This is an optimization exercise on Yosys and OpenROAD, whose aim is small area, not a production implementation. Function was checked by simulation only, so behaviour that the tests miss may differ from the original. Power and IR drop assume default switching activity. The clock port is modelled as an ideal driver; clocking choices that lean on that would not hold on a real chip.

v6:
==> flow/design.v (excerpt) <==
module itcs_softled (
  input             clk,
  input             rst,
  input             cmd_valid,
  input      [7:0]  cmd_op,
  input      [7:0]  cmd_ch,
  input      [15:0] cmd_a,
  input             cmd_f0,
  output reg        rsp_valid,
  output reg        rsp_result,
  output reg        rsp_err,
  output            frame_start,
  output     [7:0]  led_out
);
Size in the first run: about 1,700 cells after synthesis, about 600 flip-flops, about 48 I/O pins, about 19,000 um2 of cells after synthesis.
export LEC_CHECK = 0
export CAP_MARGIN = 20
export CORE_MARGIN = 2
export CORE_UTILIZATION = 60
export SLEW_MARGIN = 20
create_clock -name core_clock -period 30.0 [get_ports {clk}]
standard.sh (not shown) runs the stock make flow with config.mk's settings and CLKGATE_MAP_FILE= SYNTH_SCRIPT=/design/flow/synth_recipe.tcl, a recipe that flattens the netlist after the stock synthesis.
==> flow/flow/run.sh <==
#!/bin/bash
export CTS_ARGS="-sink_clustering_enable -repair_clock_nets -dont_use_dummy_load -sink_clustering_size 26 -sink_clustering_max_diameter 100 -buf_list sky130_fd_sc_hd__clkbuf_16"
export BUFFER_PORTS_ARGS="-buffer_cell sky130_fd_sc_hd__buf_1"
bash standard.sh > standard.log 2>&1
Modified inputs, v7 compared to v6
--- a/flow/design.v
+++ b/flow/design.v
@@ -179,101 +179,98 @@
       end
     end
     n_duty = d_wr ? d_cl : h_duty;
   end
   wire job_rise = cmd_here & (pc == PC_RISE) & h_att;
   wire job_edge = fs & at_cur & h_ramp;
   always @(posedge clk) begin
     if (rst) begin
       eng       <= E_IDLE;
       pc        <= PC_NONE;
       rsp_valid <= 1'b0;
+      fs        <= 1'b0;
     end else begin
+      if (ph == 11'd7)                                  fs <= 1'b1;
+      if (eng == E_IDLE && !job_rise && fs && at_cur && !h_ramp && cur == 3'd7) fs <= 1'b0;
+      if (eng == E_EDGE && sw && settle && cur == 3'd7)             fs <= 1'b0;
+      if (eng == E_DIVB && sw && cur == 3'd7)                       fs <= 1'b0;
       rsp_valid <= cmd_here | (cmd_valid & ~(op_led & ch_ok));
       if (cmd_valid && op_led && ch_ok) pc <= c_pc;
       if (cmd_here)                     pc <= PC_NONE;
       case (eng)
         E_IDLE:         if (job_rise) eng <= E_MULB;
                         else if (job_edge) eng <= E_EDGE;
         E_EDGE:         if (sw) eng <= settle ? E_IDLE : h_curve ? E_MULA : E_MULB;
         E_MULA:         if (sw) eng <= E_DIVA;
         E_MULB:         if (sw) eng <= E_DIVB;
         E_DIVA:         if (sw) eng <= E_MULB;
         default:        if (sw) eng <= E_IDLE;
       endcase
     end
   end
   always @(posedge clk) begin
     rsp_result <= cmd_here & (pc == PC_ATT) & ~h_att;
     rsp_err    <= cmd_valid & ~op_nop & ~op_led;
     if (cmd_valid && op_led && ch_ok) begin
       cur <= cmd_ch[2:0];
       B   <= op_rise ? c_nm : {cmd_f0, 7'd0, c_v};
     end
-    if (ph == 11'd7) begin
-      fs  <= 1'b1;
-      cur <= 3'd0;
-    end
+    if (ph == 11'd7) cur <= 3'd0;
     if (at_cur) v2 <= ~v2 & (eng != E_IDLE);
     case (eng)
       E_IDLE: begin
         H <= 16'd0;
         L <= n_s;
         c <= 1'b1;
         if (job_rise)
           f <= 1'b1;
         else if (fs && at_cur) begin
           if (h_ramp) begin
             f <= h_up;
             B <= ~h_m;
-          end else begin
+          end else
             cur <= cur + 3'd1;
-            if (cur == 3'd7) fs <= 1'b0;
-          end
         end
       end
       E_EDGE: begin
         if (sw) begin
           H <= 16'd0;
           L <= n_s;
           f <= 1'b0;
-          if (settle) begin
+          if (settle)
             cur <= cur + 3'd1;
-            if (cur == 3'd7) fs <= 1'b0;
-          end else
+          else
             B <= h_curve ? n_s : v20;
         end else begin
           H <= {1'b0, add_s[15:1]};
           L <= {L[0] ^ c, L[14:1]};
           c <= c & ~(L[0] ^ f);
         end
       end
       E_MULA, E_MULB: begin
         if (sw) begin
           B <= ~h_m;
           H <= {rem, L[14]};
           L <= {L[13:0], 1'b0};
         end else begin
           H <= {1'b0, add_s[15:1]};
           L <= {add_s[0], L[14:1]};
         end
       end
       default: begin  
         if (sw) begin
           H <= 16'd0;
           if (eng == E_DIVA)
             B <= v20;
-          else begin
+          else
             cur <= cur + 3'd1;
-            if (cur == 3'd7) fs <= 1'b0;
-          end
         end else begin
           H <= {rem, L[14]};
           L <= {L[13:0], q_bit};
         end
       end
     endcase
   end
   reg  [7:0] pin;
   reg  [2:0] lf [0:7];
   assign led_out = pin;
   wire        h_high = h_att & (h_st != ST_OFF);
## What came out
v6 → v7: power attributed to sequential cells held; share of cells above drive strength 1 fell by 0.33 points; endpoint required time on the critical path has increased.
A startpoint-to-endpoint class of the critical path of primary input to flip-flop is what v7 shows, while flip-flop to primary output belongs to v6.
| hold slack | v7 vs v6 | better |
Route | v7 vs v6 | wire longer in v7
v7 — time the final worst path needs with I/O delays and setup 120 ps higher, v6 as reference
Re total power: v7 is about 0.36% up on v6.
Compared with v6, in v7 global-route usage over all layers moved up; die outline width grew by about 0.4%; via count of the first global-routing pass now larger.
In v7, the transition time of the tightest slew-check pin came out 78 ps above the value in v6.

* * *

itcs_softled, a different RTL version from the one above (not shown whole).
For scale: roughly 600 flip-flops, ~0.018 sq mm of cells after synthesis.
clock: 30.0 ns
lec_check: 0
cap_margin: 20
core_margin: 2
core_utilization: 60
place_density: 0.75
slew_margin: 20
==> flow/flow/run.sh <==
#!/bin/bash
export CTS_ARGS="-sink_clustering_enable -repair_clock_nets -dont_use_dummy_load -sink_clustering_size 32 -sink_clustering_max_diameter 100 -buf_list sky130_fd_sc_hd__clkbuf_16"
export BUFFER_PORTS_ARGS="-buffer_cell sky130_fd_sc_hd__buf_1"
bash standard.sh > standard.log 2>&1
Then changed:
--- a/flow/design.v
+++ b/flow/design.v
@@ -67,27 +67,28 @@
     r_s[7]    <= n_s;
     r_m[7]    <= n_m;
     r_duty[7] <= n_duty;
     r_od[7]   <= n_od;
     if (rst)
       for (k = 0; k < 8; k = k + 1) r_st[k] <= ST_NA;
   end
   reg  [2:0]  eng;
+  reg         v2;       
   reg         f;        
   reg         c;        
   reg  [15:0] H;        
   reg  [14:0] L;        
   reg  [14:0] B;        
   reg  [2:0]  cur;      
   reg         fs;       
   reg  [2:0]  pc;       
   wire        at_cur   = (hl == cur);
-  wire        sw       = at_cur & ~ph[3];
-  wire        cmd_here = (pc != PC_NONE) & sw;
+  wire        sw       = at_cur & v2;      
+  wire        cmd_here = (pc != PC_NONE) & at_cur;
   wire        e_mul  = (eng == E_MULA) | (eng == E_MULB);
   wire        e_div  = (eng == E_DIVA) | (eng == E_DIVB);
   wire        e_edge = (eng == E_EDGE);
   wire        sub    = e_div | (e_edge & sw);
   wire [15:0] add_b  = {sub | (e_edge & (L[0] ^ c)), B & {15{sub | (e_mul & L[0])}}};
   wire [16:0] add_s  = {1'b0, H} + {1'b0, add_b} + {16'd0, sub};
   wire        q_bit  = add_s[16] & ~(e_mul & sw);    
   wire [14:0] rem    = q_bit ? add_s[14:0] : H[14:0];
@@ -98,17 +99,18 @@
   wire        op_tog  = (cmd_op == 8'h23);
   wire        op_wr   = (cmd_op == 8'h24);
   wire        op_rise = (cmd_op == 8'h25);
   wire        op_nop  = (cmd_op == 8'h00);
   wire        op_led  = op_att | op_on | op_off | op_tog | op_wr | op_rise;
   wire        ch_ok   = (cmd_ch[7:3] == 5'd0);
   wire [6:0]  c_v     = (cmd_a > 16'd100) ? 7'd100 : cmd_a[6:0];
   wire [14:0] c_nm    = (cmd_a[15:1] == 15'd0) ? 15'd1 : cmd_a[15:1];
-  wire [2:0]  c_pc    = cmd_op[2:0] + 3'd1;     
+  wire [2:0]  c_pc    = op_att ? PC_ATT : op_on ? PC_ON : op_off ? PC_OFF :
+                        op_tog ? PC_TOG : op_wr ? PC_WR : PC_RISE;
   wire [6:0]  b_v     = B[6:0];
   wire        b_f0    = B[14];
   wire        want_on = (pc == PC_ON)  ? 1'b1 :
                         (pc == PC_OFF) ? 1'b0 :
                         (pc == PC_TOG) ? ~h_seton :
                                          (b_v != 7'd0);
   wire        is_sw   = (pc == PC_ON) | (pc == PC_OFF) | (pc == PC_TOG) | (pc == PC_WR);
   wire        edge_end = e_edge & sw;
@@ -174,17 +176,17 @@
       else begin                                      
         d_wr = 1'b1;
         d_x  = L[10:0];
       end
     end
     n_duty = d_wr ? d_cl : h_duty;
   end
   wire job_rise = cmd_here & (pc == PC_RISE) & h_att;
-  wire job_edge = fs & sw & h_ramp;
+  wire job_edge = fs & at_cur & h_ramp;
   always @(posedge clk) begin
     if (rst) begin
       eng       <= E_IDLE;
       pc        <= PC_NONE;
       rsp_valid <= 1'b0;
     end else begin
       rsp_valid <= cmd_here | (cmd_valid & ~(op_led & ch_ok));
       if (cmd_valid && op_led && ch_ok) pc <= c_pc;
@@ -206,24 +208,25 @@
     if (cmd_valid && op_led && ch_ok) begin
       cur <= cmd_ch[2:0];
       B   <= op_rise ? c_nm : {cmd_f0, 7'd0, c_v};
     end
     if (ph == 11'd7) begin
       fs  <= 1'b1;
       cur <= 3'd0;
     end
+    if (at_cur) v2 <= ~v2 & (eng != E_IDLE);
     case (eng)
       E_IDLE: begin
         H <= 16'd0;
         L <= n_s;
         c <= 1'b1;
         if (job_rise)
           f <= 1'b1;
-        else if (fs && sw) begin
+        else if (fs && at_cur) begin
           if (h_ramp) begin
             f <= h_up;
             B <= ~h_m;
           end else begin
             cur <= cur + 3'd1;
             if (cur == 3'd7) fs <= 1'b0;
           end
         end
The new run went through all stages and came out clean. Sequential share of layout area fell by 0.26 points. Non-clock buffer count stays the same. Global-route usage fell by 1.4 points. Routed wire length fell slightly. Via count is about the same.

[afterwards: timing with drivers on the ports]
The flow's constraints put no driver on any port. The routed layouts listed below were extracted and timed again, unchanged, in two steps.
Step 1: set_driving_cell puts a clkbuf_16 on clk and a buf_2 on each other input, an assumption about the parent block.
Step 2 moves the port delays by t, midway between the first and last clock arrival at a register: inputs arrive t later, outputs are due t later. That takes back most of the time a late clock gives input paths.
Three values: ideal, step 1, step 2; two values: the first two.
run	t (ns)	setup slack, ns	cell pins on the clock port's net
v6	0.599	21.680 / 21.627 / 21.256	1
v7	0.603	21.556 / 21.590 / 20.987	1
the first run of note 2	0.601	21.587 / 21.570 / 20.969	1
the second run of note 2	0.602	21.729 / 21.677 / 21.461	1
After both steps every run listed still meets setup and hold. For the first run of note 2, which loses most, drivers alone change the setup slack by -0.017 ns; drivers and shift together by -0.618 ns.
